Source: an optimization exercise on an open RTL-to-GDS flow (aim: small area). Production flows keep margins and buffers that such runs may drop.
Function was checked by simulation only, so behaviour that the tests miss may differ from the original.

`flow/config.mk`:
```
export PLATFORM = sky130hd
export DESIGN_NAME = kpcf_dl
export DESIGN_NICKNAME = kpcf_dl
export VERILOG_FILES = /design/flow/design.v
export SDC_FILE = /design/flow/constraint.sdc
export NUM_CORES = 4
export LEC_CHECK = 0
export ABC_AREA = 1
export CAP_MARGIN = 20
export CORE_MARGIN = 2
export CORE_UTILIZATION = 55
export PLACE_DENSITY = 0.65
export SLEW_MARGIN = 20
```
`flow/constraint.sdc`:
```
create_clock -name core_clock -period 400.0 [get_ports {clk}]
set_input_delay 80.0000 -clock core_clock [delete_from_list [all_inputs] [get_ports {clk}]]
set_output_delay 80.0000 -clock core_clock [all_outputs]
set_load 0.01 [all_outputs]
```
`flow/design.v`:
```
module kpcf_dl (
    input  wire        clk,
    input  wire        rst,           
    input  wire        cmd_valid,
    output reg         cmd_ready,
    input  wire [1:0]  cmd_op,        
    input  wire        cmd_ch,        
    input  wire [31:0] cmd_data,
    output reg         resp_valid,
    output reg  [1:0]  resp_code,     
    output wire [31:0] resp_data
);
    localparam OP_CONFIGURE = 2'd0;
    localparam OP_WRITE     = 2'd1;
    localparam OP_READ      = 2'd2;
    localparam RESP_OK    = 2'd0;
    localparam RESP_ALLOC = 2'd2;
    localparam RESP_NP    = 2'd3;
    localparam S_IDLE = 4'd0;
    localparam S_OP2  = 4'd1;    
    localparam S_SPL  = 4'd2;    
    localparam S_MOD  = 4'd3;    
    localparam S_FIX  = 4'd4;    
    localparam S_FIX2 = 4'd5;    
    localparam S_MQ   = 4'd6;    
    localparam S_CAP  = 4'd7;    
    localparam S_MUL  = 4'd8;    
    localparam S_FIN  = 4'd9;    
    localparam S_ADD  = 4'd10;   
    localparam S_CLR  = 4'd11;   
    localparam [31:0] ONE = 32'h3F800000;
    function [38:0] radd;
        input [37:0] x;
        input [37:0] y;
        input        ci;
        reg          c;
        integer      k;
        begin
            c = ci;
            for (k = 0; k < 38; k = k + 1) begin
                radd[k] = x[k] ^ y[k] ^ c;
                c = (x[k] & y[k]) | (c & (x[k] ^ y[k]));
            end
            radd[38] = c;
        end
    endfunction
    function [27:0] radd28;
        input [27:0] x;
        input [27:0] y;
        reg          c;
        integer      k;
        begin
            c = 1'b0;
            for (k = 0; k < 28; k = k + 1) begin
                radd28[k] = x[k] ^ y[k] ^ c;
                c = (x[k] & y[k]) | (c & (x[k] ^ y[k]));
            end
        end
    endfunction
    function [9:0] radd10;
        input [9:0] x;
        input [9:0] y;
        input       ci;
        reg         c;
        integer     k;
        begin
            c = ci;
            for (k = 0; k < 10; k = k + 1) begin
                radd10[k] = x[k] ^ y[k] ^ c;
                c = (x[k] & y[k]) | (c & (x[k] ^ y[k]));
            end
        end
    endfunction
    function [24:0] rinc24;
        input [23:0] x;
        input        ci;
        reg          c;
        integer      k;
        begin
            c = ci;
            for (k = 0; k < 24; k = k + 1) begin
                rinc24[k] = x[k] ^ c;
                c = x[k] & c;
            end
            rinc24[24] = c;
        end
    endfunction
    function [41:0] fpu;
        input [31:0] a;
        input [31:0] b;
        input        mulm;
        input [9:0]  pe;
        input [27:0] pm;
        input        pnan;
        input        pinf;
        input        pzero;
        input        nclamp;
        reg          sa, sb, a_nan, b_nan, a_inf, b_inf;
        reg  [9:0]   ea, eb, ex, ey, d, e, ef;
        reg  [27:0]  ma, mb, mx, my, yal, sum;
        reg  [38:0]  cmp, sm;
        reg          swap, sx, sy, sub, rnd;
        reg  [4:0]   lr, sh;
        reg  [26:0]  v, m;
        reg  [24:0]  mr;
        reg  [22:0]  fr;
        reg  [31:0]  s;
        begin
            sa = a[31];
            sb = b[31];
            a_nan = (a[30:23] == 8'hFF) && (a[22:0] != 0);
            b_nan = (b[30:23] == 8'hFF) && (b[22:0] != 0);
            a_inf = (a[30:23] == 8'hFF) && (a[22:0] == 0);
            b_inf = (b[30:23] == 8'hFF) && (b[22:0] == 0);
            ea = mulm ? pe : {2'b00, a[30:24], a[23] | (a[30:23] == 8'd0)};
            eb = {2'b00, b[30:24], b[23] | (b[30:23] == 8'd0)};
            ma = mulm ? pm : {1'b0, a[30:23] != 8'd0, a[22:0], 3'b000};
            mb = {1'b0, b[30:23] != 8'd0, b[22:0], 3'b000};
            cmp  = radd({~ea[9], ea[8:0], ma}, ~{~eb[9], eb[8:0], mb}, 1'b1);
            swap = ~cmp[38];
            sx = swap ? sb : sa;
            sy = swap ? sa : sb;
            ex = swap ? eb : ea;
            ey = swap ? ea : eb;
            mx = swap ? mb : ma;
            my = swap ? ma : mb;
            sub = sx ^ sy;
            d = radd10(ex, ~ey, 1'b1);
            yal = my;
            if (d[9:5] != 5'd0) begin
                yal = {27'd0, |my};
            end else begin
                if (d[0]) yal = {1'b0,  yal[27:1]}  | {27'd0, yal[0]};
                if (d[1]) yal = {2'b0,  yal[27:2]}  | {27'd0, |yal[1:0]};
                if (d[2]) yal = {4'b0,  yal[27:4]}  | {27'd0, |yal[3:0]};
                if (d[3]) yal = {8'b0,  yal[27:8]}  | {27'd0, |yal[7:0]};
                if (d[4]) yal = {16'b0, yal[27:16]} | {27'd0, |yal[15:0]};
            end
            sm  = radd({10'd0, mx}, {10'd0, yal ^ {28{sub}}}, sub);
            sum = sm[27:0];
            if (nclamp || (!ex[9] && ex[8:5] != 4'd0))
                lr = 5'd31;
            else
                lr = ex[4:0] - 5'd1;
            v = sum[26:0];
            sh = 5'd0;
            if (v[26:11] == 16'd0 && lr[4]) begin
                v = {v[10:0], 16'd0}; sh[4] = 1'b1; lr = {1'b0, lr[3:0]};
            end else if (lr[4]) begin
                lr = 5'd15;
            end
            if (v[26:19] == 8'd0 && lr[3]) begin
                v = {v[18:0], 8'd0}; sh[3] = 1'b1; lr = {2'b0, lr[2:0]};
            end else if (lr[3]) begin
                lr = 5'd7;
            end
            if (v[26:23] == 4'd0 && lr[2]) begin
                v = {v[22:0], 4'd0}; sh[2] = 1'b1; lr = {3'b0, lr[1:0]};
            end else if (lr[2]) begin
                lr = 5'd3;
            end
            if (v[26:25] == 2'd0 && lr[1]) begin
                v = {v[24:0], 2'd0}; sh[1] = 1'b1; lr = {4'b0, lr[0]};
            end else if (lr[1]) begin
                lr = 5'd1;
            end
            if (!v[26] && lr[0]) begin
                v = {v[25:0], 1'b0}; sh[0] = 1'b1;
            end
            if (sum[27]) begin
                m = {sum[27:2], sum[1] | sum[0]};
                e = radd10(ex, 10'd1, 1'b0);
            end else begin
                m = v;
                e = radd10(ex, ~{5'd0, sh}, 1'b1);
            end
            rnd = m[2] & (m[1] | m[0] | m[3]);
            mr  = rinc24(m[26:3], rnd);
            if (mr[24]) begin
                ef = radd10(e, 10'd0, 1'b1);
                fr = 23'd0;
            end else begin
                ef = mr[23] ? e : 10'd0;
                fr = mr[22:0];
            end
            if (mulm ? pnan : (a_nan || b_nan || (a_inf && b_inf && (sa != sb))))
                s = 32'h7FC00000;
            else if (mulm ? pinf : (a_inf || b_inf))
                s = {sx, 8'hFF, 23'd0};
            else if (mulm ? pzero : (sum == 28'd0))
                s = {sub ? 1'b0 : sx, 31'd0};
            else if (!ef[9] && (ef[8] || ef[7:0] == 8'hFF))
                s = {sx, 8'hFF, 23'd0};
            else
                s = {sx, ef[7:0], fr};
            fpu = {ef, s};
        end
    endfunction
    function [31:0] i2f;
        input [4:0] n;
        begin
            if (n[4])      i2f = {1'b0, 8'd131, 23'd0};
            else if (n[3]) i2f = {1'b0, 8'd130, n[2:0], 20'd0};
            else if (n[2]) i2f = {1'b0, 8'd129, n[1:0], 21'd0};
            else if (n[1]) i2f = {1'b0, 8'd128, n[0], 22'd0};
            else if (n[0]) i2f = {1'b0, 8'd127, 23'd0};
            else           i2f = 32'd0;
        end
    endfunction
    reg  [1023:0] ring;
    reg  [4:0]    ph;
    wire [31:0]   t0 = ring[31:0];
    wire [31:0]   t1 = ring[287:256];
    wire [31:0]   t2 = ring[543:512];
    wire [31:0]   t3 = ring[799:768];
    reg        ready;                  
    reg [4:0]  len;                    
    reg [3:0]  wh0, wh1;               
    reg [3:0]  st;
    reg        sec;                    
    reg        chr;                    
    reg [4:0]  cnt;
    reg [3:0]  xr;                     
    reg [31:0] X, P;
    reg [23:0] MQ, ACC;
    reg [9:0]  E;
    reg        ps, pnan, pinf, pz, mz;
    assign resp_data = X;
    wire [4:0] xp1 = {1'b0, xr} + 5'd1;
    wire [3:0] x1  = (xp1 == len) ? 4'd0 : xp1[3:0];
    wire [4:0] tgt = {chr, sec ? x1 : xr};
    wire [4:0] tdist = tgt - ph;
    wire       hit = tdist[2:0] == 3'd0;
    wire [3:0] w    = cmd_ch ? wh1 : wh0;
    wire [4:0] wdist = {cmd_ch, w} - ph;
    always @* begin
        cmd_ready = 1'b0;
        if (st == S_IDLE) begin
            case (cmd_op)
                OP_WRITE: cmd_ready = !ready || wdist[2:0] == 3'd0;
                default:  cmd_ready = 1'b1;
            endcase
        end
    end
    reg  [31:0] ca, cb, cs, tap, trunc, hin0, hin1, hin2, hin3, wdat;
    reg  [41:0] fo;
    reg  [9:0]  cef;
    reg         cmulm, cncl, xneg, spl, big, lowe, go, wr, clr;
    reg  [4:0]  kx, lmr, lm1;
    reg  [3:0]  x0, x0d;
    reg  [22:0] mask;
    reg  [27:0] t1m, t2m, t3m, t4m;
    reg  [4:0]  mv, mdif;
    reg         mc;
    reg  [3:0]  r_n;
    integer     j;
    always @(posedge clk) begin
        big  = X[30:23] >= 8'd151;
        lowe = X[30:23] < 8'd127;
        kx   = X[27:23] + 5'd1;                 
        for (j = 0; j < 23; j = j + 1)
            mask[j] = kx >= (5'd23 - j[4:0]);
        trunc = lowe ? {X[31], 31'd0} : {X[31:23], X[22:0] & mask};
        xneg = X[31] && !(X[30:23] == 8'hFF && X[22:0] != 0) && X[30:0] != 31'd0;
        spl  = st == S_SPL || (st == S_OP2 && !xneg);
        mv = {xr, X[22]};
        mc = 1'b1;
        for (j = 0; j < 5; j = j + 1) begin
            mdif[j] = mv[j] ^ ~len[j] ^ mc;
            mc = (mv[j] & ~len[j]) | (mc & (mv[j] ^ ~len[j]));
        end
        r_n = mc ? mdif[3:0] : mv[3:0];
        lmr = len - {1'b0, xr};
        x0  = (X[31] && xr != 4'd0) ? lmr[3:0] : xr;
        lm1 = len - 5'd1;
        x0d = (x0 == 4'd0) ? lm1[3:0] : x0 - 4'd1;
        case (tdist[4:3])
            2'd0: tap = t0;
            2'd1: tap = t1;
            2'd2: tap = t2;
            default: tap = t3;
        endcase
        ca = 32'd0;
        cb = 32'd0;
        cmulm = 1'b0;
        cncl = 1'b0;
        case (st)
            S_IDLE: if (cmd_valid && cmd_op == OP_READ && ready) begin
                ca = i2f({1'b0, w});
                cb = {~cmd_data[31], cmd_data[30:0]};
            end
            S_OP2, S_SPL: begin
                if (!spl) begin
                    ca = X;
                    cb = i2f(len);
                end else if (!big) begin
                    ca = X;
                    cb = {~trunc[31], trunc[30:0]};
                end
            end
            S_FIX: begin
                if (P[31]) begin
                    ca = ONE;
                    cb = P;
                end else begin
                    cncl = 1'b1;
                    ca = ONE;
                    cb = {~P[31], P[30:0]};
                end
            end
            S_MQ: begin
                cncl = 1'b1;
                ca = sec ? 32'd0 : ONE;
                cb = {P[31] ^ !sec, P[30:0]};
            end
            S_CAP: begin
                cncl = 1'b1;
                cb = tap;
            end
            S_FIN: begin
                cmulm = 1'b1;
                ca = {ps, 31'd0};
                cb = {ps, 31'd0};
            end
            S_ADD: begin
                ca = X;
                cb = P;
            end
            default: ;
        endcase
        fo  = fpu(ca, cb, cmulm, E, {ACC, MQ[23:21], |MQ[20:0]}, pnan, pinf, pz, cncl);
        cs  = fo[31:0];
        cef = fo[41:32];
        t1m = radd28({4'd0, ACC}, MQ[0] ? {5'b00001, X[22:0]} : 28'd0);
        t2m = radd28(t1m, MQ[1] ? {4'b0001, X[22:0], 1'b0} : 28'd0);
        t3m = radd28(t2m, MQ[2] ? {3'b001, X[22:0], 2'b00} : 28'd0);
        t4m = radd28(t3m, MQ[3] ? {2'b01, X[22:0], 3'b000} : 28'd0);
        ACC <= (st == S_MUL) ? t4m[27:4] : 24'd0;
        go  = cmd_valid && cmd_ready;
        wr  = st == S_IDLE && go && cmd_op == OP_WRITE && ready;
        clr = st == S_CLR;
        wdat = clr ? 32'd0 : cmd_data;
        hin0 = ((wr && wdist[4:3] == 2'd0) || clr) ? wdat : t0;
        hin1 = ((wr && wdist[4:3] == 2'd1) || clr) ? wdat : t1;
        hin2 = ((wr && wdist[4:3] == 2'd2) || clr) ? wdat : t2;
        hin3 = ((wr && wdist[4:3] == 2'd3) || clr) ? wdat : t3;
        ring <= {hin0, ring[1023:800], hin3, ring[767:544], hin2, ring[511:288], hin1, ring[255:32]};
        resp_valid <= 1'b0;
        if (rst) begin
            ph    <= 5'd0;
            st    <= S_IDLE;
            sec   <= 1'b0;
            ready <= 1'b0;
            len   <= 5'd0;
            wh0   <= 4'd0;
            wh1   <= 4'd0;
        end else begin
            ph <= ph + 5'd1;
            case (st)
                S_IDLE: begin
                    X   <= cs;
                    sec <= 1'b0;
                    chr <= cmd_ch;
                    if (cmd_valid && cmd_op == OP_READ && ready) st <= S_OP2;
                    if (go) begin
                        resp_valid <= 1'b1;
                        resp_code  <= RESP_OK;
                        case (cmd_op)
                            OP_CONFIGURE: begin
                                wh0 <= 4'd0;
                                wh1 <= 4'd0;
                                cnt <= 5'd7;
                                if (cmd_data[31:5] == 27'd0 && cmd_data[4:0] != 5'd0 &&
                                    (!cmd_data[4] || cmd_data[3:0] == 4'd0)) begin
                                    ready <= 1'b1;
                                    len   <= cmd_data[4:0];
                                    st    <= S_CLR;
                                    resp_valid <= 1'b0;
                                end else begin
                                    ready     <= 1'b0;
                                    len       <= 5'd0;
                                    resp_code <= RESP_ALLOC;
                                end
                            end
                            OP_WRITE: begin
                                if (!ready) begin
                                    resp_code <= RESP_NP;
                                end else if (cmd_ch) begin
                                    wh1 <= ({1'b0, wh1} + 5'd1 == len) ? 4'd0 : wh1 + 4'd1;
                                end else begin
                                    wh0 <= ({1'b0, wh0} + 5'd1 == len) ? 4'd0 : wh0 + 4'd1;
                                end
                            end
                            OP_READ: begin
                                if (ready) resp_valid <= 1'b0;
                                else resp_code <= RESP_NP;
                            end
                            default: ;
                        endcase
                    end
                end
                S_CLR: begin
                    cnt <= cnt - 5'd1;
                    if (cnt == 5'd0) begin
                        st <= S_IDLE;
                        resp_valid <= 1'b1;
                        resp_code  <= RESP_OK;
                    end
                end
                S_OP2, S_SPL: begin
                    if (!spl) begin
                        X  <= cs;
                        st <= S_SPL;
                    end else begin
                        P   <= cs;
                        xr  <= (big || lowe || len == 5'd1) ? 4'd0 : 4'd1;
                        cnt <= kx;
                        st  <= (big || lowe || kx == 5'd0) ? S_FIX : S_MOD;
                    end
                end
                S_MOD: begin
                    xr  <= r_n;
                    X[22:0] <= {X[21:0], 1'b0};
                    cnt <= cnt - 5'd1;
                    if (cnt == 5'd1) st <= S_FIX;
                end
                S_FIX: begin
                    if (P[31]) begin
                        xr <= x0d;
                        P  <= cs;
                        st <= S_FIX2;
                    end else begin
                        xr <= x0;
                        MQ <= {1'b1, cs[22:0]};
                        E  <= radd10(cef, 10'h381, 1'b0);
                        mz <= 1'b0;
                        st <= S_CAP;
                    end
                end
                S_FIX2: begin
                    if (P == ONE) begin
                        P  <= 32'd0;
                        xr <= x1;
                    end
                    st <= S_MQ;
                end
                S_MQ: begin
                    MQ <= {1'b1, cs[22:0]};
                    E  <= radd10(cef, 10'h381, 1'b0);    
                    mz <= sec && P[30:0] == 31'd0;
                    if (sec) P <= X;
                    st <= S_CAP;
                end
                S_CAP: begin
                    cnt <= 5'd5;
                    if (hit) begin
                        X    <= cs;
                        E    <= radd10(E, cef, 1'b0);
                        ps   <= tap[31];
                        pnan <= (tap[30:23] == 8'hFF) && (tap[22:0] != 0 || mz);
                        pinf <= (tap[30:23] == 8'hFF) && tap[22:0] == 0 && !mz;
                        pz   <= tap[30:0] == 31'd0 || mz;
                        st   <= S_MUL;
                    end
                end
                S_MUL: begin
                    MQ  <= {t4m[3:0], MQ[23:4]};
                    cnt <= cnt - 5'd1;
                    if (cnt == 5'd0) st <= S_FIN;
                end
                S_FIN: begin
                    X   <= cs;
                    sec <= 1'b1;
                    st  <= sec ? S_ADD : S_MQ;
                end
                S_ADD: begin
                    X  <= cs;
                    st <= S_IDLE;
                    resp_valid <= 1'b1;
                    resp_code  <= RESP_OK;
                end
                default: st <= S_IDLE;
            endcase
        end
    end
endmodule
```
`flow/flow/run.sh`:
```
#!/bin/bash
set -euo pipefail
work=$(pwd)
rm -rf "$work/orfs_scripts"
cp -r "$FLOW_HOME/scripts" "$work/orfs_scripts"
cp "$work/flow/abc_area.script" "$work/orfs_scripts/abc_area.script"
bash "$work/standard.sh" finish SCRIPTS_DIR="$work/orfs_scripts" > "$work/flow_make.log" 2>&1
```
`flow/flow/abc_area.script`:
```
strash; &get -n; &dch -f; &nf -a -R 1000; &put
```
`flow/standard.sh`:
```
#!/bin/bash
# synth_recipe.tcl (not shown) runs the flow's synth.tcl, then flattens the netlist and writes it again
# the make line also repeats each setting of config.mk as NAME=value (left out here)
make -C /OpenROAD-flow-scripts/flow DESIGN_CONFIG=/design/flow/config.mk WORK_HOME=/design/flow/orfs CLKGATE_MAP_FILE= SYNTH_SCRIPT=/design/flow/synth_recipe.tcl "${@:-finish}"
```
==> results of run 1 <==
## cell usage in the layout (no fill, tap or decap), types with 36 or more instances in the layout
cell type / n
fa_1: 135
clkinv_1: 170
a21oi_1: 252
nor4_1: 50
edfxtp_1: 115
xnor2_1: 39
nor2_1: 283
clkdlybuf4s50_1: 73
clkbuf_16: 110
dfxtp_1: 1073
o21ai_0: 375
and2_0: 56
mux2i_1: 53
nor3_1: 41
nand3_1: 62
nand2_1: 498
a22oi_1: 37
buf_4: 64
xor2_1: 36
ha_1: 132
## synthesized netlist by cell type, types with 42 or more instances
| cell type | n |
|---|---|
| mux2i_1 | 53 |
| edfxtp_1 | 115 |
| nor2_1 | 292 |
| nand2_1 | 498 |
| nor3_1 | 42 |
| ha_1 | 132 |
| fa_1 | 135 |
| dfxtp_1 | 1073 |
| and2_0 | 59 |
| nand3_1 | 64 |
| clkinv_1 | 170 |
| a21oi_1 | 252 |
| nor4_1 | 52 |
| o21ai_0 | 377 |
## per-layer routing
| layer | vias to the layer above | part of all wire [%] |
|---|---|---|
| met5 | - | 0.11 |
| met4 | 2 | 3.7 |
| met3 | 250 | 9.1 |
| met2 | 1319 | 43 |
| met1 | 14000 | 45 |
| li1 | 13700 | - |
## worst paths after layout
check / end / slack [ps] / cells after the start
setup / recovery: cmd_ready / 237190 / 9
hold / removal: ring[94] / 240 / 0
setup reg to reg: E[9] / 360110 / 173
hold reg to reg: ring[94] / 240 / 0
## registers in the layout (all words and copies together) (netlist names)
register and count:
ACC 24, E 10, MQ 24, P 32, X 32, chr 1
cnt 5, len 5, mz 1, ph 5, pinf 1, pnan 1
ps 1, pz 1, ready 1, resp_code 2, resp_valid 1, ring 1024
sec 1, st 4, wh0 4, wh1 4, xr 4
## metrics by stage
stage	worst slack [ps]	instances	cell area [um^2]	utilization, %
final	237190	5084	47900	64.3
after global routing	237040	5084	47900	64.3
after CTS	237190	5084	47900	64.3
after floorplan	238640	3780	41400	-
after detailed placement	237220	4887	44000	59.1
after global placement	237220	4885	44000	59.1
## layout make-up
cell class / count / area [um^2]
Fill cell: 5951 / 26600
Sequential cell: 1188 / 24900
Multi-Input combinational cell: 2422 / 16000
Clock buffer: 151 / 3120
Timing Repair Buffer: 138 / 1220
Tap cell: 969 / 1210
Clock inverter: 46 / 736
Inverter: 170 / 638
## kinds of logic (layout without fill, tap and decap cells)
group           Yosys count  in the layout
compound gates          864            864
xor+xnor                 78             78
fa+ha+maj               267            267
buf+inv                 170            505
flops                  1188           1188
mux                      63             63
simple gates           1150           1150
## critical path, delay by kind of cell
kind | cells | cell delay, ps
buffers and inverters | 3 | 1460
AOI/OAI and AO/OA | 2 | 450
xor gates and xnor gates | 1 | 150
adders and majority gates | 1 | 310
muxes | 1 | 330
and+or+nand+nor | 1 | 100
==> results.py, run 1 <==
metrics = {
    "clock_tree": {
        "cts_hold_buffers": 0,
        "clock_path_buffers": 3,
        "htree_levels": 3,
        "cts_buffers": 107,
        "ctsRootBufferMaster": "clkbuf_16",
        "clock_latency_ps": 710,
        "clock_sinks": 1188,
        "cts.repair.resized": 0,
        "cts_setup_buffers": 0,
        "cts_tree": "done",
        "clk_pin_slew_ps": 60,
    },
    "sta": {
        "drv_slew": 0,
        "fin_skew_ps": 92.6,
        "tns_ps": 0,
        "hold_viol_final": 0,
        "max_slew_margin_pct": 22.7,
        "rsz0062_at_grt": "no",
        "worstMarginPinSlew_ps": 1150,
        "hold_slack_ps": 240,
        "fin_crit_sh_pct": 40.7,
        "setup_viol": 0,
        "timing.fmax_mhz": 6.14,
        "fin_crit_ps": 162810,
    },
    "synth": {
        "yosysTopAreaCellShare_pct": 51.8,
        "async_reset_ff_share_pct": 0,
        "synth.area.top_cells": "dfxtp_1 (52%), edfxtp_1 (8.3%), fa_1 (6.5%), o21ai_0 (4.6%), nand2_1 (4.5%)",
        "synthMuxAreaShare_pct": 1.55,
        "synth-simple-area-share_pct": 12.4,
        "synth_flop_cell": "dfxtp_1",
        "ys_ff_latch": 1188,
        "netlist_instances": 3780,
        "synth_top_family_by_area": "simple AND/OR/NAND/NOR gates",
        "syn_area_mm2": 0.0414,
        "synth.avg_cell_area_um2": 11.0,
        "synth_edf_count": 115,
        "syn-num-nets": 4085,
        "synthDistinctLibCells": 56,
        "seq_area_frac_synth_pct": 60.2,
        "synth_warnings": 1,
        "synthXorXnorAreaFrac_pct": 1.65,
        "synth_fa_ha_area_share_pct": 10.5,
        "synth_compound_area_share_pct": 12.2,
        "yosys.area.top_type": "dfxtp_1",
    },
    "die": {
        "die_y_um": 278,
        "dieArea_mm2": 0.0775,
        "row_count": 100,
        "ioPinCount": 74,
        "initial_core_util_pct": 55.7,
        "core_mm2": 0.0744,
        "die_w_um": 278,
    },
    "global_routing": {
        "grt_pass1_wl_um": 171000,
        "grt_use_met2_pct": 43.6,
        "grt_pass1_vias": 27800,
        "grt-ovfl-total": 0,
        "grt_use_met1_pct": 41.9,
        "busiest_layer": "met2",
        "grt_max_degree": 111,
        "antenna_found_initial": 1,
        "track_usage_pct": 29.3,
        "use_met3_pct": 6.54,
    },
    "critical_path": {
        "max_stage_delay_ps": 720,
        "cp_common_cell": "clkdlybuf4s50_1",
        "r2r-start": "len[0]",
        "arrival_ps": 82810,
        "cp-start-kind": "input pin",
        "criticalPathCategory": "in -> out",
        "required_ps": 320000,
        "path_cells": "clkdlybuf4s50_1 -> mux2i_1 -> clkinv_1 -> ha_1 -> a21oi_1 -> xnor2_1 -> nand3_1 -> a31oi_1 -> clkdlybuf4s50_1",
        "cp-end-kind": "primary output",
        "crit_slowest_cell": "clkdlybuf4s50_1",
        "critPathMaxFanout": 8,
        "setup.worst_path.start": "cmd_ch",
    },
    "routing": {
        "routed_wl_um": 114000,
        "drt_iter0_drc": 3203,
        "drc_errors": 0,
        "drtAntennaViolNets": 0,
        "dr_total_vias": 29300,
        "routedWlPerCell_um": 22.5,
        "firstDrtPassIters": 7,
        "vias_per_cell": 5.76,
    },
    "place": {
        "hpwl_um": 80200,
        "place.port_buffers": 73,
        "place.gp.congestion": 0.998,
    },
    "final_layout": {
        "drive_gt1_share_pct": 6.44,
        "syn_to_final_growth_pct": 15.5,
        "num-nets-final": 4332,
        "antenna_cells": 0,
    },
    "status": {
        "status": "complete, no violations",
    },
    "min_path": {
        "min-delay-start": "ring[126]",
        "hold_path.class": "reg -> reg",
    },
    "flow_run": {
        "cap_violations": 0,
    },
}
==> run 2: changes to the inputs <==
==> flow/run.sh (new file) <==
#!/bin/bash
# synth_recipe.tcl (not shown) runs the flow's synth.tcl, then flattens the netlist and writes it again
# the make line also repeats each setting of config.mk as NAME=value (left out here)
make -C /OpenROAD-flow-scripts/flow DESIGN_CONFIG=/design/flow/config.mk WORK_HOME=/design/flow/orfs CLKGATE_MAP_FILE= SYNTH_SCRIPT=/design/flow/synth_recipe.tcl finish
removed: flow/flow/run.sh
removed: flow/flow/abc_area.script
removed: flow/standard.sh
==> results.py, run 2 <==
metrics = {
    "sta": {
        "fin_crit_ps": 162700,
        "max_slew_margin_pct": 15.2,
        "hold_viol_final": 0,
        "setup_viol": 0,
        "tns_ps": 0,
        "fin_skew_ps": 52.4,
        "worstMarginPinSlew_ps": 1260,
        "fin_crit_sh_pct": 40.7,
        "timing.fmax_mhz": 6.15,
        "rsz0062_at_grt": "no",
        "drv_slew": 0,
    },
    "flow_run": {
        "cap_violations": 0,
    },
    "critical_path": {
        "cp-start-kind": "input pin",
        "cp-end-kind": "primary output",
        "required_ps": 320000,
        "reg2reg_depth": 206,
        "setup.worst_path.start": "cmd_ch",
        "arrival_ps": 82700,
        "regToRegSetupSlack_ps": 360110,
        "critPathMaxFanout": 12,
        "r2r-start": "len[0]",
        "criticalPathCategory": "in -> out",
    },
    "final_layout": {
        "syn_to_final_growth_pct": 12.8,
        "final_cell_mix": "dfxtp_1 (1073), nand2_1 (918), inv_1 (492)",
        "top_register": "ring",
        "num-nets-final": 4992,
        "antenna_cells": 0,
        "largest_registers": "ring: 1024 flops, P: 32 flops, X: 32 flops",
        "mostFrequentLayoutCell": "dfxtp_1",
        "instances_no_fill": 5827,
        "largest_reg_flops": 1024,
        "drive_gt1_share_pct": 7.37,
        "final_util_pct": 62.7,
    },
    "global_routing": {
        "antenna_found_initial": 0,
        "grt_use_met1_pct": 44.6,
        "busiest_layer": "met1",
        "grt_use_met2_pct": 44.1,
        "use_met3_pct": 5.97,
        "grt-ovfl-total": 0,
        "grt_pass1_wl_um": 187000,
        "track_usage_pct": 30.2,
        "grt_max_degree": 79,
        "grt_pass1_vias": 30600,
    },
    "synth": {
        "yosysTopAreaCellShare_pct": 48.8,
        "synth_flop_cell": "dfxtp_1",
        "synthMostInstantiatedCell": "dfxtp_1",
        "ys_top_cells_by_count": "dfxtp_1 (1073), nand2_1 (918), inv_1 (492)",
        "syn_area_mm2": 0.0440,
        "netlist_instances": 4635,
        "synth.avg_cell_area_um2": 9.49,
        "synthDistinctLibCells": 67,
        "ys_ff_latch": 1188,
        "syn-num-nets": 4940,
        "synth_edf_count": 115,
        "synth_warnings": 1,
        "seq_area_frac_synth_pct": 56.7,
        "synth.area.top_cells": "dfxtp_1 (49%), edfxtp_1 (7.8%), nand2_1 (7.8%), fa_1 (6.1%), inv_1 (4.2%)",
        "async_reset_ff_share_pct": 0,
        "yosys.area.top_type": "dfxtp_1",
    },
    "status": {
        "status": "complete, no violations",
    },
    "clock_tree": {
        "cts.repair.resized": 0,
        "cts_tree": "done",
        "clk_pin_slew_ps": 60,
        "clock_latency_ps": 700,
        "clock_sinks": 1188,
        "cts_buffers": 106,
        "htree_levels": 3,
        "ctsRootBufferMaster": "clkbuf_16",
        "cts_hold_buffers": 0,
        "clock_path_buffers": 3,
        "cts_setup_buffers": 0,
    },
    "place": {
        "place.port_buffers": 73,
        "place.gp.congestion": 0.991,
        "hpwl_um": 89700,
        "dp.cells": 5629,
    },
    "routing": {
        "routed_wl_um": 124000,
        "drt_iter0_drc": 3665,
        "firstDrtPassIters": 6,
        "routedWlPerCell_um": 21.3,
        "drtAntennaViolNets": 0,
        "vias_per_cell": 5.51,
        "drc_errors": 0,
        "dr_total_vias": 32100,
    },
    "min_path": {
        "min-delay-start": "ring[877]",
        "hold_path.class": "reg -> reg",
        "holdPathStages": 0,
    },
    "die": {
        "initial_core_util_pct": 55.6,
        "dieArea_mm2": 0.0823,
        "die_w_um": 287,
        "core_mm2": 0.0791,
        "ioPinCount": 74,
        "die_y_um": 287,
        "row_count": 103,
    },
}
[run 2: cells by family (layout without fill, tap and decap cells)]
logic type               count (synthesis)  count (layout)  share of synthesized area, %
multiplexers                             2               2                        0.0455
XOR/XNOR                                53              53                          1.06
buffers and inverters                  711             853                          6.34
AND/OR/NAND/NOR                       1735            1735                          17.1
adder cells (fa/ha/maj)                267             267                          9.90
AO/OA/AOI/OAI                          679             679                          8.87
flip-flops                            1188            1188                          56.7
[run 2: per-stage QoR]
stage                     instance area, um^2  worst slack (ps)  hold WS (ps)
after floorplan                         44000            238540           310
after global placement                  45800            237410           310
after detailed placement                45800            237350           312
after CTS                               49600            237310           285
after global routing                    49600            237050           287
final                                   49600            237300           295
[run 2: critical path, cell delays in order]
cell             delay (ps)
clkdlybuf4s50_1         610
o21ai_0                 370
inv_1                   110
ha_1                    310
a21oi_1                 240
or2_2                   150
nand4_1                  90
a31oi_1                 240
clkdlybuf4s50_1         600
[run 2: area by class of cell]
type,instances,area (um^2)
Sequential cell,1188,24900
Timing Repair Buffer,127,1140
Multi-Input combinational cell,2736,16400
Tap cell,1050,1310
Clock buffer,150,3140
Clock inverter,48,716
Inverter,528,1980
Fill cell,6749,29500
[run 2: per-layer routing]
layer	wire length, um	vias to the layer above
met2	52200	1383
met1	56200	15300
met5	0	-
li1	-	15200
met4	4470	0
met3	11000	260
[run 2: worst paths after layout]
path,end
setup reg to reg,E[9]
hold / removal,ring[845]
setup / recovery,cmd_ready
hold reg to reg,ring[845]
==> run 3: changes to the inputs <==
--- a/flow/design.v
+++ b/flow/design.v
@@ -116,8 +116,8 @@
             eb = {2'b00, b[30:24], b[23] | (b[30:23] == 8'd0)};
             ma = mulm ? pm : {1'b0, a[30:23] != 8'd0, a[22:0], 3'b000};
             mb = {1'b0, b[30:23] != 8'd0, b[22:0], 3'b000};
-            cmp  = radd({~ea[9], ea[8:0], ma}, ~{~eb[9], eb[8:0], mb}, 1'b1);
-            swap = ~cmp[38];
+            cmp  = radd({7'd0, a[30:0]}, ~{7'd0, b[30:0]}, 1'b1);
+            swap = mulm ? (pe[9] || pe == 10'd0) : ~cmp[38];
             sx = swap ? sb : sa;
             sy = swap ? sa : sb;
             ex = swap ? eb : ea;
@@ -244,7 +244,7 @@
     end
     reg  [31:0] ca, cb, cs, tap, trunc, hin0, hin1, hin2, hin3, wdat;
     reg  [41:0] fo;
-    reg  [9:0]  cef;
+    reg  [9:0]  cef, eadd;
     reg         cmulm, cncl, xneg, spl, big, lowe, go, wr, clr;
     reg  [4:0]  kx, lmr, lm1;
     reg  [3:0]  x0, x0d;
@@ -331,6 +331,7 @@
         fo  = fpu(ca, cb, cmulm, E, {ACC, MQ[23:21], |MQ[20:0]}, pnan, pinf, pz, cncl);
         cs  = fo[31:0];
         cef = fo[41:32];
+        eadd = radd10(st == S_CAP ? E : 10'h381, cef, 1'b0);
         t1m = radd28({4'd0, ACC}, MQ[0] ? {5'b00001, X[22:0]} : 28'd0);
         t2m = radd28(t1m, MQ[1] ? {4'b0001, X[22:0], 1'b0} : 28'd0);
         t3m = radd28(t2m, MQ[2] ? {3'b001, X[22:0], 2'b00} : 28'd0);
@@ -432,21 +433,21 @@
                     end else begin
                         xr <= x0;
                         MQ <= {1'b1, cs[22:0]};
-                        E  <= radd10(cef, 10'h381, 1'b0);
+                        E  <= eadd;
                         mz <= 1'b0;
                         st <= S_CAP;
                     end
                 end
                 S_FIX2: begin
                     if (P == ONE) begin
-                        P  <= 32'd0;
+                        P  <= cs;                        
                         xr <= x1;
                     end
                     st <= S_MQ;
                 end
                 S_MQ: begin
                     MQ <= {1'b1, cs[22:0]};
-                    E  <= radd10(cef, 10'h381, 1'b0);    
+                    E  <= eadd;                          
                     mz <= sec && P[30:0] == 31'd0;
                     if (sec) P <= X;
                     st <= S_CAP;
@@ -455,7 +456,7 @@
                     cnt <= 5'd5;
                     if (hit) begin
                         X    <= cs;
-                        E    <= radd10(E, cef, 1'b0);
+                        E    <= eadd;
                         ps   <= tap[31];
                         pnan <= (tap[30:23] == 8'hFF) && (tap[22:0] != 0 || mz);
                         pinf <= (tap[30:23] == 8'hFF) && tap[22:0] == 0 && !mz;
==> flow/flow/run.sh (new file) <==
#!/bin/bash
set -euo pipefail
work=$(pwd)
rm -rf "$work/orfs_scripts"
cp -r "$FLOW_HOME/scripts" "$work/orfs_scripts"
cp "$work/flow/abc_area.script" "$work/orfs_scripts/abc_area.script"
bash "$work/standard.sh" finish SCRIPTS_DIR="$work/orfs_scripts" > "$work/flow_make.log" 2>&1
==> flow/flow/abc_area.script (new file) <==
strash; &get -n; &dch -f; &nf -a -R 1000; &put
==> flow/standard.sh (new file) <==
#!/bin/bash
# synth_recipe.tcl (not shown) runs the flow's synth.tcl, then flattens the netlist and writes it again
# the make line also repeats each setting of config.mk as NAME=value (left out here)
make -C /OpenROAD-flow-scripts/flow DESIGN_CONFIG=/design/flow/config.mk WORK_HOME=/design/flow/orfs CLKGATE_MAP_FILE= SYNTH_SCRIPT=/design/flow/synth_recipe.tcl "${@:-finish}"
--- a/flow/config.mk
+++ b/flow/config.mk
@@ -9,5 +9,8 @@
 export CAP_MARGIN = 20
 export CORE_MARGIN = 2
 export CORE_UTILIZATION = 55
+export CTS_BUF_LIST = sky130_fd_sc_hd__clkbuf_16
+export CTS_CLUSTER_DIAMETER = 90
+export CTS_CLUSTER_SIZE = 26
 export PLACE_DENSITY = 0.65
 export SLEW_MARGIN = 20
removed: flow/run.sh
==> results.py, run 3 <==
metrics = {
    "status": {
        "status": "complete, no violations",
    },
    "clock_tree": {
        "clk_pin_slew_ps": 90,
        "cts.repair.resized": 0,
        "ctsRootBufferMaster": "clkbuf_16",
        "clock_sinks": 1188,
        "cts_tree": "done",
        "cts_buffers": 55,
        "clock_latency_ps": 690,
        "cts_setup_buffers": 0,
        "clock_path_buffers": 3,
        "cts_hold_buffers": 0,
        "htree_levels": 2,
    },
    "final_layout": {
        "mostFrequentLayoutCell": "dfxtp_1",
        "largest_reg_flops": 1024,
        "final_cell_mix": "dfxtp_1 (1073), nand2_1 (569), o21ai_0 (400)",
        "instances_no_fill": 4896,
        "syn_to_final_growth_pct": 10.2,
        "final_util_pct": 61.2,
        "drive_gt1_share_pct": 4.00,
        "largest_registers": "ring: 1024 flops, P: 32 flops, X: 32 flops",
        "design_area_mm2": 0.0455,
        "num-nets-final": 4201,
        "top_register": "ring",
    },
    "sta": {
        "fin_crit_ps": 162980,
        "drv_slew": 0,
        "worstMarginPinSlew_ps": 1160,
        "hold_slack_ps": 303,
        "setup_viol": 0,
        "fin_skew_ps": 73.6,
        "rsz0062_at_grt": "no",
        "fin_crit_sh_pct": 40.7,
        "tns_ps": 0,
        "max_slew_margin_pct": 21.9,
        "hold_viol_final": 0,
        "timing.fmax_mhz": 6.14,
    },
    "synth": {
        "async_reset_ff_share_pct": 0,
        "synthMostInstantiatedCell": "dfxtp_1",
        "syn_area_mm2": 0.0413,
        "syn-num-nets": 4005,
        "synth_warnings": 1,
        "synth_edf_count": 115,
        "netlist_instances": 3713,
        "yosys.area.top_type": "dfxtp_1",
        "yosysTopAreaCellShare_pct": 52.0,
        "synth_flop_cell": "dfxtp_1",
        "seq_area_frac_synth_pct": 60.3,
        "ys_ff_latch": 1188,
        "synth.avg_cell_area_um2": 11.1,
        "synthDistinctLibCells": 61,
        "synth.area.top_cells": "dfxtp_1 (52%), edfxtp_1 (8.4%), fa_1 (6.9%), nand2_1 (5.2%), o21ai_0 (4.9%)",
        "ys_top_cells_by_count": "dfxtp_1 (1073), nand2_1 (569), o21ai_0 (401)",
    },
    "global_routing": {
        "track_usage_pct": 28.6,
        "antenna_found_initial": 2,
        "grt_pass1_vias": 26500,
        "grt_pass1_wl_um": 166000,
        "grt_max_degree": 94,
        "grt-ovfl-total": 0,
    },
    "die": {
        "core_mm2": 0.0744,
        "dieArea_mm2": 0.0773,
        "row_count": 100,
        "die_y_um": 278,
        "ioPinCount": 74,
        "die_w_um": 278,
        "initial_core_util_pct": 55.5,
    },
    "place": {
        "hpwl_um": 82300,
        "dp.cells": 4821,
        "placed_cell_area_mm2": 0.0439,
        "place.gp.congestion": 0.993,
        "place.port_buffers": 73,
    },
    "routing": {
        "routed_wl_um": 112000,
        "dr_total_vias": 28100,
        "routedWlPerCell_um": 22.8,
        "vias_per_cell": 5.75,
        "firstDrtPassIters": 8,
        "drtAntennaViolNets": 0,
        "drc_errors": 0,
        "drt_iter0_drc": 3093,
    },
    "critical_path": {
        "cp-start-kind": "input pin",
        "criticalPathCategory": "in -> out",
        "cp-end-kind": "primary output",
        "arrival_ps": 82980,
        "critPathMaxFanout": 8,
        "required_ps": 320000,
    },
    "flow_run": {
        "cap_violations": 0,
    },
    "min_path": {
        "hold_path.class": "reg -> reg",
    },
}
## run 3: cell types whose count changed in the layout (fill, tap and decap cells not counted), sizes merged, moves of 23 or more
cell    delta
xnor2     +36
clkinv   +106
nand2    -385
clkbuf    -95
a21oi     +59
a22oi     +26
mux2i     +76
nor2      -79
nand2b    +23
nand3    -235
a222oi    +31
inv      -511
and2      +79
## run 3: worst paths after layout
path | from | to | slack [ps] | cells after the start
setup / recovery | cmd_ch | cmd_ready | 237020 | 9
hold reg to reg | ring[559] | ring[527] | 300 | 0
setup reg to reg | xr[0] | E[9] | 360360 | 176
hold / removal | ring[559] | ring[527] | 300 | 0
## run 3: logic make-up (layout without fill, tap and decap cells)
kind of cell | after synthesis | count (layout) | share of synthesized area, %
DFF | 1188 | 1188 | 60.3
and+or+nand+nor | 1162 | 1162 | 12.7
AOI/OAI and AO/OA | 790 | 790 | 11.3
adders and majority gates | 254 | 254 | 10.3
buffers and inverters | 141 | 354 | 1.28
muxes | 99 | 99 | 2.46
xor gates and xnor gates | 79 | 79 | 1.67
other | 0 | 1 | 0
## run 3: metal layers
layer  track usage, %  routed length [um]
met2             43.3               47600
met5                0                   0
met4             9.27                3940
met1             42.1               51500
met3             4.57                8750
## run 3: final cells by class
type,instances,area (um^2)
flip-flops and latches,1188,24900
inverters,141,529
repair buffers,139,1230
diodes,1,2.50
well taps,969,1210
clock inverters,19,251
multi-input cells,2384,16000
fillers,6140,28900
clock buffers,55,1380
## run 3: stage by stage
step	worst slack, ps
global route	236810
floorplan	238550
global placement	237050
detailed placement	237010
finish	237020
CTS	237010
## run 3: critical path, stage by stage
cell and delay (ps):
clkdlybuf4s50_1 680, mux2i_1 470, clkinv_1 130, ha_1 320, a21oi_1 230, xnor2_1 140, nand3_1 110, a31oi_1 310
clkdlybuf4s50_1 600
==> run 4: changes to the inputs <==
==> flow/flow/abc_area.script (replaced) <==
strash; &get -n; &dch -f; &nf -a -R 1000; &put; &get -n; &dch -f; &nf -a -R 1000; &put
==> results.py, run 4 <==
metrics = {
    "sta": {
        "tns_ps": 0,
        "fin_crit_ps": 163030,
        "fin_skew_ps": 77.6,
        "rsz0062_at_grt": "no",
        "max_slew_margin_pct": 13.3,
        "setup_ws_ps": 236970,
        "worstMarginPinSlew_ps": 1290,
        "drv_slew": 0,
        "fin_crit_sh_pct": 40.8,
        "hold_viol_final": 0,
        "setup_viol": 0,
        "timing.fmax_mhz": 6.13,
    },
    "final_layout": {
        "largest_reg_flops": 1024,
        "num-fill-cells": 6256,
        "drive_gt1_share_pct": 3.97,
        "largest_registers": "ring: 1024 flops, P: 32 flops, X: 32 flops",
        "num-nets-final": 4207,
        "final_util_pct": 61.0,
        "top_register": "ring",
        "syn_to_final_growth_pct": 10.3,
        "mostFrequentLayoutCell": "dfxtp_1",
        "final_cell_mix": "dfxtp_1 (1073), nand2_1 (551), o21ai_0 (366)",
    },
    "place": {
        "pre_cts_ws_ps": 237030,
        "place.gp.congestion": 0.983,
        "hpwl_um": 79100,
        "place.port_buffers": 73,
    },
    "critical_path": {
        "cp-end-kind": "primary output",
        "required_ps": 320000,
        "cp-start-kind": "input pin",
        "arrival_ps": 83030,
        "critPathMaxFanout": 8,
        "criticalPathCategory": "in -> out",
    },
    "routing": {
        "drc_errors": 0,
        "routed_wl_um": 109000,
        "drtAntennaViolNets": 0,
        "drt_iter0_drc": 3154,
        "vias_per_cell": 5.72,
        "routedWlPerCell_um": 22.2,
        "dr_total_vias": 28000,
        "firstDrtPassIters": 8,
    },
    "die": {
        "die_w_um": 277,
        "die_y_um": 277,
        "row_count": 100,
        "initial_core_util_pct": 55.3,
        "core_mm2": 0.0742,
        "dieArea_mm2": 0.0768,
        "ioPinCount": 74,
    },
    "global_routing": {
        "grt_pass1_vias": 26400,
        "grt_pass1_wl_um": 163000,
        "busiest_layer": "met2",
        "use_met3_pct": 3.91,
        "grt_use_met1_pct": 41.3,
        "track_usage_pct": 28.0,
        "antenna_found_initial": 1,
        "grt_max_degree": 78,
        "grt_use_met2_pct": 42.9,
        "grt-ovfl-total": 0,
    },
    "synth": {
        "yosys.area.top_type": "dfxtp_1",
        "synth_flop_cell": "dfxtp_1",
        "ys_ff_latch": 1188,
        "synth.avg_cell_area_um2": 11.0,
        "synthDistinctLibCells": 57,
        "seq_area_frac_synth_pct": 60.8,
        "synth.area.top_cells": "dfxtp_1 (52%), edfxtp_1 (8.4%), fa_1 (6.9%), nand2_1 (5.0%), o21ai_0 (4.5%)",
        "syn-num-nets": 4011,
        "synth_warnings": 1,
        "ys_top_cells_by_count": "dfxtp_1 (1073), nand2_1 (551), o21ai_0 (366)",
        "yosysTopAreaCellShare_pct": 52.3,
        "async_reset_ff_share_pct": 0,
        "synthMostInstantiatedCell": "dfxtp_1",
        "syn_area_mm2": 0.0410,
        "netlist_instances": 3719,
        "synth_edf_count": 115,
    },
    "clock_tree": {
        "cts_hold_buffers": 0,
        "clock_latency_ps": 690,
        "cts_tree": "done",
        "clock_sinks": 1188,
        "cts_setup_buffers": 0,
        "htree_levels": 2,
        "ctsRootBufferMaster": "clkbuf_16",
        "cts_buffers": 55,
        "clk_pin_slew_ps": 100,
        "cts.repair.resized": 0,
        "clock_path_buffers": 3,
    },
    "min_path": {
        "hold_path.class": "reg -> reg",
    },
    "status": {
        "status": "complete, no violations",
    },
    "flow_run": {
        "cap_violations": 0,
    },
}
-- run 4: cell types whose count changed after synthesis, sizes merged, moves of 13 or more --
cell	delta
a21oi	+79
a21o	+16
o21ai	-35
nand3	-16
nand2	-18
nor2	+41
mux2i	-24
o22ai	+14
clkinv	+13
-- run 4: cell type report --
cell class                      instances  area [um^2]  area share (%)
Clock inverter                         20          246           0.544
Antenna cell                            1         2.50         0.00553
Tap cell                              969         1210            2.68
Clock buffer                           55         1380            3.04
Inverter                              154          578            1.28
Sequential cell                      1188        24900            55.1
Timing Repair Buffer                  139         1230            2.71
Multi-Input combinational cell       2377        15700            34.7
-- run 4: final timing paths --
| check | from | endpoint | slack (ps) | cells after the start |
|---|---|---|---|---|
| worst max-delay path | cmd_ch | cmd_ready | 236970 | 9 |
| worst min-delay path | ring[871] | ring[839] | 300 | 0 |
| worst max register to register | len[0] | E[9] | 360140 | 173 |
| worst min register to register | ring[871] | ring[839] | 300 | 0 |
-- run 4: metal layers --
layer  wire length [um]  vias to the layer above
met3               7990                      224
met2              47300                     1105
met4               3640                        0
met5                  0                        -
li1                   -                    13200
met1              49900                    13500
-- run 4: metrics by stage --
step	instance area [um^2]	instances	hold slack [ps]
6_report	45300	4903	303
5_1_grt	45300	4902	289
4_1_cts	45300	4902	287
3_5_place_dp	43600	4827	312
3_3_place_gp	43600	4827	310
2_1_floorplan	41000	3719	310
-- run 4: kinds of logic (layout without fill, tap and decap cells) --
kind of cell | after synthesis | count (layout) | synth area share (%)
simple gates | 1156 | 1156 | 12.5
flops | 1188 | 1188 | 60.8
other cells | 0 | 1 | 0
xor+xnor | 77 | 77 | 1.64
compound gates | 822 | 822 | 11.6
buf+inv | 154 | 368 | 1.41
mux | 68 | 68 | 1.70
fa+ha+maj | 254 | 254 | 10.3
-- run 4: worst max-delay path, stage by stage --
cell	delay, ps
clkdlybuf4s50_1	730
mux2i_1	440
clkinv_1	180
ha_1	320
a21oi_1	230
xnor2_1	140
nand3_1	90
a31oi_1	290
clkdlybuf4s50_1	600
==> run 5: changes to the inputs <==
==> flow/flow/run.sh (replaced) <==
#!/bin/bash
set -euo pipefail
work=$(pwd)
rm -rf "$work/orfs_scripts"
cp -r "$FLOW_HOME/scripts" "$work/orfs_scripts"
cp "$work/flow/abc_area.script" "$work/orfs_scripts/abc_area.script"
bash "$work/standard.sh" finish SCRIPTS_DIR="$work/orfs_scripts" \
    "BUFFER_PORTS_ARGS=-buffer_cell sky130_fd_sc_hd__buf_1" > "$work/flow_make.log" 2>&1
==> results.py, run 5 <==
metrics = {
    "final_layout": {
        "syn_to_final_growth_pct": 9.12,
        "largest_reg_flops": 1024,
        "instances_no_fill": 4900,
        "num-nets-final": 4207,
        "largest_registers": "ring: 1024 flops, P: 32 flops, X: 32 flops",
        "mostFrequentLayoutCell": "dfxtp_1",
        "num-fill-cells": 6235,
        "top_register": "ring",
        "final_cell_mix": "dfxtp_1 (1073), nand2_1 (551), o21ai_0 (366)",
        "design_area_mm2": 0.0448,
        "drive_gt1_share_pct": 3.97,
        "antenna_cells": 0,
    },
    "place": {
        "dp.cells": 4828,
        "placed_cell_area_mm2": 0.0432,
        "place.port_buffers": 73,
        "place.gp.congestion": 0.983,
        "hpwl_um": 78300,
    },
    "clock_tree": {
        "cts_tree": "done",
        "cts_hold_buffers": 0,
        "cts.repair.resized": 0,
        "htree_levels": 2,
        "ctsRootBufferMaster": "clkbuf_16",
        "clock_path_buffers": 3,
        "clock_latency_ps": 680,
        "cts_setup_buffers": 0,
        "clock_sinks": 1188,
        "cts_buffers": 54,
        "clk_pin_slew_ps": 110,
    },
    "synth": {
        "async_reset_ff_share_pct": 0,
        "synthMostInstantiatedCell": "dfxtp_1",
        "netlist_instances": 3719,
        "seq_area_frac_synth_pct": 60.8,
        "syn_area_mm2": 0.0410,
        "synth.avg_cell_area_um2": 11.0,
        "ys_top_cells_by_count": "dfxtp_1 (1073), nand2_1 (551), o21ai_0 (366)",
        "yosys.area.top_type": "dfxtp_1",
        "synth_flop_cell": "dfxtp_1",
        "ys_ff_latch": 1188,
        "syn-num-nets": 4011,
        "synth_edf_count": 115,
        "synthDistinctLibCells": 57,
        "synth_warnings": 1,
        "synth.area.top_cells": "dfxtp_1 (52%), edfxtp_1 (8.4%), fa_1 (6.9%), nand2_1 (5.0%), o21ai_0 (4.5%)",
        "yosysTopAreaCellShare_pct": 52.3,
    },
    "routing": {
        "drc_errors": 0,
        "routedWlPerCell_um": 21.9,
        "drt_iter0_drc": 3332,
        "routed_wl_um": 107000,
        "firstDrtPassIters": 8,
        "drtAntennaViolNets": 0,
        "vias_per_cell": 5.70,
        "dr_total_vias": 27900,
    },
    "sta": {
        "drv_slew": 0,
        "rsz0062_at_grt": "no",
        "fin_crit_ps": 162200,
        "hold_viol_final": 0,
        "tns_ps": 0,
        "setup_viol": 0,
        "hold_slack_ps": 284,
        "max_slew_margin_pct": 23.2,
        "fin_skew_ps": 63.8,
        "timing.fmax_mhz": 6.17,
        "worstMarginPinSlew_ps": 1140,
        "fin_crit_sh_pct": 40.6,
    },
    "min_path": {
        "hold_end": "ring[772]",
        "hold_path.class": "reg -> reg",
        "holdPathStages": 0,
        "min-delay-start": "ring[804]",
    },
    "global_routing": {
        "grt_pass1_wl_um": 162000,
        "antenna_found_initial": 3,
        "grt-ovfl-total": 0,
        "track_usage_pct": 27.7,
        "grt_pass1_vias": 26300,
        "grt_max_degree": 90,
    },
    "status": {
        "status": "complete, no violations",
    },
    "flow_run": {
        "cap_violations": 0,
    },
    "critical_path": {
        "critPathMaxFanout": 8,
        "reg2reg_depth": 174,
        "required_ps": 320000,
        "r2r_end": "E[9]",
        "cp-start-kind": "input pin",
        "regToRegSetupSlack_ps": 360580,
        "arrival_ps": 82200,
        "criticalPathCategory": "in -> out",
        "r2r-start": "len[0]",
        "cp-end-kind": "primary output",
    },
    "die": {
        "core_mm2": 0.0742,
        "ioPinCount": 74,
        "row_count": 100,
        "die_y_um": 277,
        "initial_core_util_pct": 55.3,
        "dieArea_mm2": 0.0768,
        "die_w_um": 277,
    },
}
-- run 5: cell counts after synthesis --
No cell type changed its count.
-- run 5: how the worst max path moves through the flow --
stage | from | endpoint
final | cmd_ch | cmd_ready
after global routing | cmd_ch | cmd_ready
after CTS | cmd_ch | cmd_ready
after detailed placement | cmd_ch | cmd_ready
after global placement | cmd_ch | cmd_ready
after floorplan | cmd_ch | cmd_ready
-- run 5: stage by stage --
stage,worst slack [ps],utilization (%)
floorplan,238600,-
global route,237590,60.4
CTS,237830,60.4
global placement,237890,58.2
finish,237800,60.4
detailed placement,237840,58.2
-- run 5: layer usage --
metal	vias to the layer above	global-route usage [%]	routed length [um]
met3	243	4.73	8330
met1	13300	39.9	48300
met2	1172	42.8	47000
met4	4	8.90	3780
li1	13200	-	-
met5	-	0	27
-- run 5: cell type report --
class                      instances  area [um^2]  share of cell area (%)
multi-input combinational       2377        15700                    35.0
tap                              969         1210                    2.71
inverter                         154          578                    1.29
sequential                      1188        24900                    55.7
clock buffer                      56         1400                    3.13
clock inverter                    16          186                   0.416
timing repair buffer             140          777                    1.74
-- run 5: critical path, stage by stage --
cell and delay, ps:
buf_1 370, mux2i_1 420, clkinv_1 160, ha_1 310, a21oi_1 240, xnor2_1 160, nand3_1 90, a31oi_1 230
buf_1 220
-- run 5: cells by family (layout without fill, tap and decap cells) --
group / Yosys count / count (layout) / synth area share, %
DFF: 1188 / 1188 / 60.8
and+or+nand+nor: 1156 / 1156 / 12.5
AOI/OAI and AO/OA: 822 / 822 / 11.6
adders and majority gates: 254 / 254 / 10.3
buffers and inverters: 154 / 366 / 1.41
xor gates and xnor gates: 77 / 77 / 1.64
muxes: 68 / 68 / 1.70

separate check: timing with driven ports:
No port has a modelled driver above. Below, the same layouts with a new extraction and two added sets of constraints.
Step 1 sets driving cells, clkbuf_16 on the clock port and buf_2 on the other inputs (assumed; they add their load-dependent delay and slew).
Step 2, shift: input delay + t, output delay - t, t = (earliest + latest rising clock arrival at the registers) / 2. This alone moves slack from input paths to output paths.
a / b / c = ideal / step 1 / step 2; a / b = the first two.
run	t (ns)	setup slack, ns	hold WS [ns]	latest minus earliest clock arrival (ns)	worst data-port slew with drivers (ns)
run 1	0.738	237.188 / 237.166 / 237.166	0.240 / 0.240 / 0.240	0.092 / 0.093	0.05
run 2	0.750	237.296 / 237.276 / 237.276	0.295 / 0.295 / 0.295	0.055 / 0.056	0.04
run 3	0.724	237.017 / 236.978 / 236.978	0.303 / 0.303 / 0.303	0.074 / 0.074	0.14
run 4	0.725	236.966 / 236.931 / 236.931	0.303 / 0.303 / 0.303	0.078 / 0.078	0.13
run 5	0.716	237.797 / 237.725 / 237.725	0.284 / 0.284 / 0.284	0.064 / 0.063	0.11
After both steps setup and hold are still met in every run listed. The setup slack of run 5, which loses most, moves by -0.072 ns with the drivers and by -0.072 ns with both steps.
